Background: an optimization exercise with open tools, aiming at small area, a short achievable clock period and few clock cycles. Do not read the settings as production practice.
In this exercise RTL edits were held to simulation tests only and were not proved equivalent to the original.
Power figures rest on the tool's default switching activity, not on a simulated workload.

// bod_framer
module bod_framer #(
    parameter FB_CAP    = 64,       
    parameter MAX_FRAME = 80,       
    parameter [7:0] DATA_TERM = 8'h03
) (
    input  wire       clk,
    input  wire       rst,
    input  wire       cp_req_valid,
    output wire       cp_req_ready,
    input  wire [7:0] cp_req_data,
    output wire       cp_rsp_valid,
    input  wire       cp_rsp_ready,
    output wire [7:0] cp_rsp_data
);
Size in the first run: roughly 3400 cells after synthesis, ~1300 flip-flops, ~52000 um2 of cells after synthesis.
export LEC_CHECK = 0
export CAP_MARGIN = 20
export CORE_MARGIN = 2
export CORE_UTILIZATION = 55
export CTS_BUF_LIST = sky130_fd_sc_hd__clkbuf_8
export CTS_CLUSTER_DIAMETER = 60
export CTS_CLUSTER_SIZE = 14
export SETUP_SLACK_MARGIN = 5
export SLEW_MARGIN = 20
export SYNTH_HIERARCHICAL = 1
export SYNTH_MINIMUM_KEEP_SIZE = 0
create_clock -name core_clock -period 10.0 [get_ports {clk}]
standard.sh (not shown) runs the stock make flow with config.mk's settings and CLKGATE_MAP_FILE= SYNTH_SCRIPT=/design/flow/synth_recipe.tcl, a recipe that flattens the netlist after the stock synthesis.
==> flow/flow/run.sh <==
#!/bin/bash
set -euo pipefail
bash standard.sh SETUP_SLACK_MARGIN=5.75 finish > flow_make.log 2>&1
The baseline completed with no timing, DRC or antenna violations.
Testbench counts at the start, summed over its fixed seeds: cycles 178,481.
Rerun with:
- CORE_UTILIZATION: 55 -> 50
Effect: The changed run finished with timing, DRC and antenna clean. Via count falls by about 1%. Die area goes up by about 10%. Flip-flop and latch count stays the same. Final area is about the same. Non-clock buffer count shrinks by 22. Global-route usage came out lower by 3.0 points. Sequential power stays flat. Setup slack improved by 0.028 ns. Total power fell by 0.56%. Routed wire length drops by 0.77%.

bod_framer, a different RTL version from the one above (not shown whole).
For scale: about 1300 flip-flops.
// bod_framer
module bod_framer #(
    parameter FB_CAP    = 64,       
    parameter MAX_FRAME = 80,       
    parameter [7:0] DATA_TERM = 8'h03
) (
    input  wire       clk,
    input  wire       rst,
    input  wire       cp_req_valid,
    output wire       cp_req_ready,
    input  wire [7:0] cp_req_data,
    output wire       cp_rsp_valid,
    input  wire       cp_rsp_ready,
    output wire [7:0] cp_rsp_data
);
Settings: LEC_CHECK=0, CAP_MARGIN=20, CORE_MARGIN=2, CORE_UTILIZATION=50, CTS_BUF_LIST=sky130_fd_sc_hd__clkbuf_8, CTS_CLUSTER_DIAMETER=60, CTS_CLUSTER_SIZE=14, SETUP_SLACK_MARGIN=5, SLEW_MARGIN=20, SYNTH_HIERARCHICAL=1, SYNTH_MINIMUM_KEEP_SIZE=0; clock period 10.0 ns.
==> flow/flow/run.sh <==
#!/bin/bash
set -euo pipefail
bash standard.sh SETUP_SLACK_MARGIN=6.5 finish > flow_make.log 2>&1
Testbench counts at the start, summed over its fixed seeds: cycles 178,481.
Edit:
==> flow/run.sh (new file) <==
#!/bin/bash
# synth_recipe.tcl (not shown) runs the flow's synth.tcl, then flattens the netlist and writes it again
# the make line also repeats each setting of config.mk as NAME=value (left out here)
make -C /OpenROAD-flow-scripts/flow DESIGN_CONFIG=/design/flow/config.mk WORK_HOME=/design/flow/orfs CLKGATE_MAP_FILE= SYNTH_SCRIPT=/design/flow/synth_recipe.tcl finish
removed: flow/flow/run.sh
removed: flow/standard.sh
Outcome:
- wire length is lower by 4.0%
- first-iteration DRC count falls by 4.7%
- sequential share of layout area increases by 4.1 points
- combinational power fell by about 20%
- critical path depth goes up by 7
- final area goes down by 6.0%
- count of clock-buffer cells in the layout rose by 1
- non-clock buffer count is lower by 139
- worst setup slack degrades by 0.54 ns
Edit:
==> flow/flow/run.sh (new file) <==
#!/bin/bash
set -euo pipefail
bash standard.sh SETUP_SLACK_MARGIN=5.75 finish > flow_make.log 2>&1
==> flow/standard.sh (new file) <==
#!/bin/bash
# synth_recipe.tcl (not shown) runs the flow's synth.tcl, then flattens the netlist and writes it again
# the make line also repeats each setting of config.mk as NAME=value (left out here)
make -C /OpenROAD-flow-scripts/flow DESIGN_CONFIG=/design/flow/config.mk WORK_HOME=/design/flow/orfs CLKGATE_MAP_FILE= SYNTH_SCRIPT=/design/flow/synth_recipe.tcl "${@:-finish}"
removed: flow/run.sh
=> The changed run finished clean; total power is higher by 1.0%; hold slack gains 0.0034 ns; cell area is higher by 2.0%; area after synthesis stays the same; worst setup slack gains 0.53 ns; count of clock-buffer cells in the layout is lower by 6; clock power barely changes.
Edit:
==> flow/run.sh (new file) <==
#!/bin/bash
# synth_recipe.tcl (not shown) runs the flow's synth.tcl, then flattens the netlist and writes it again
# the make line also repeats each setting of config.mk as NAME=value (left out here)
make -C /OpenROAD-flow-scripts/flow DESIGN_CONFIG=/design/flow/config.mk WORK_HOME=/design/flow/orfs CLKGATE_MAP_FILE= SYNTH_SCRIPT=/design/flow/synth_recipe.tcl finish
- CTS_BUF_LIST: sky130_fd_sc_hd__clkbuf_8 -> sky130_fd_sc_hd__clkbuf_16
- CTS_CLUSTER_DIAMETER: 60 -> 70
- CTS_CLUSTER_SIZE: 14 -> 22
removed: flow/flow/run.sh
removed: flow/standard.sh
Via count drops by 1.2%.
Setup slack gets worse by 0.52 ns.
Wire length drops by 2.6%.
Clock skew drops by 0.022 ns.
Count of clock-buffer cells in the layout drops by 26.
Total power climbs by 3.6%.
Global-route usage drops by 0.90 points.
Edit:
==> flow/flow/run.sh (new file) <==
#!/bin/bash
set -euo pipefail
bash standard.sh SETUP_SLACK_MARGIN=5.5 finish > flow_make.log 2>&1
==> flow/standard.sh (new file) <==
#!/bin/bash
# synth_recipe.tcl (not shown) runs the flow's synth.tcl, then flattens the netlist and writes it again
# the make line also repeats each setting of config.mk as NAME=value (left out here)
make -C /OpenROAD-flow-scripts/flow DESIGN_CONFIG=/design/flow/config.mk WORK_HOME=/design/flow/orfs CLKGATE_MAP_FILE= SYNTH_SCRIPT=/design/flow/synth_recipe.tcl "${@:-finish}"
- CTS_BUF_LIST: sky130_fd_sc_hd__clkbuf_16 -> sky130_fd_sc_hd__clkbuf_8
- CTS_CLUSTER_DIAMETER: 70 -> 60
- CTS_CLUSTER_SIZE: 22 -> 14
removed: flow/run.sh
=> Via count rose by 0.99%. Final cell count came out higher by 1.6%. Flip-flop and latch count stays the same. Core utilization goes up by 0.16 points. Routed wire length increases by 0.74%. Clock skew increases by 0.033 ns. Global-route usage increases by 0.27 points.

[static timing again, ports no longer ideal]
The flow's constraints put no driver on any port. The routed layouts listed below were extracted and timed again, unchanged, in two steps. Step 1 sets driving cells, clkbuf_16 on the clock port and buf_2 on the other inputs (assumed; they add their load-dependent delay and slew). Step 2 adds t to the input delays and takes it off the output delays; t is the mean of the earliest and latest rising clock arrival at the registers after step 1. Input paths then give back, and output paths get back, about the clock's delay inside the block. Slacks: no drivers / after step 1 / after step 2; pairs: no drivers / after step 1.
run | shift t [ns] | setup slack, ns | worst register clock-pin slew, ns | worst slew at a driven data input, ns | pins driven straight from the clock port
the first run of note 1 | 0.875 | 5.544 / 5.492 / 4.962 | 0.10 / 0.10 | 0.07 | 1
the second run of note 1 | 0.872 | 5.572 / 5.524 / 4.985 | 0.10 / 0.10 | 0.07 | 1
the first run of note 2 | 0.877 | 5.583 / 5.542 / 5.542 | 0.10 / 0.10 | 0.06 | 1
the second run of note 2 | 0.848 | 5.039 / 5.039 / 4.611 | 0.10 / 0.10 | 0.09 | 1
the third run of note 2 | 0.872 | 5.572 / 5.524 / 4.985 | 0.10 / 0.10 | 0.07 | 1
the fourth run of note 2 | 0.758 | 5.054 / 5.054 / 4.566 | 0.09 / 0.09 | 0.09 | 1
the fifth run of note 2 | 0.841 | 5.479 / 5.466 / 4.911 | 0.10 / 0.10 | 0.07 | 1
After both steps setup and hold are still met in every run listed.
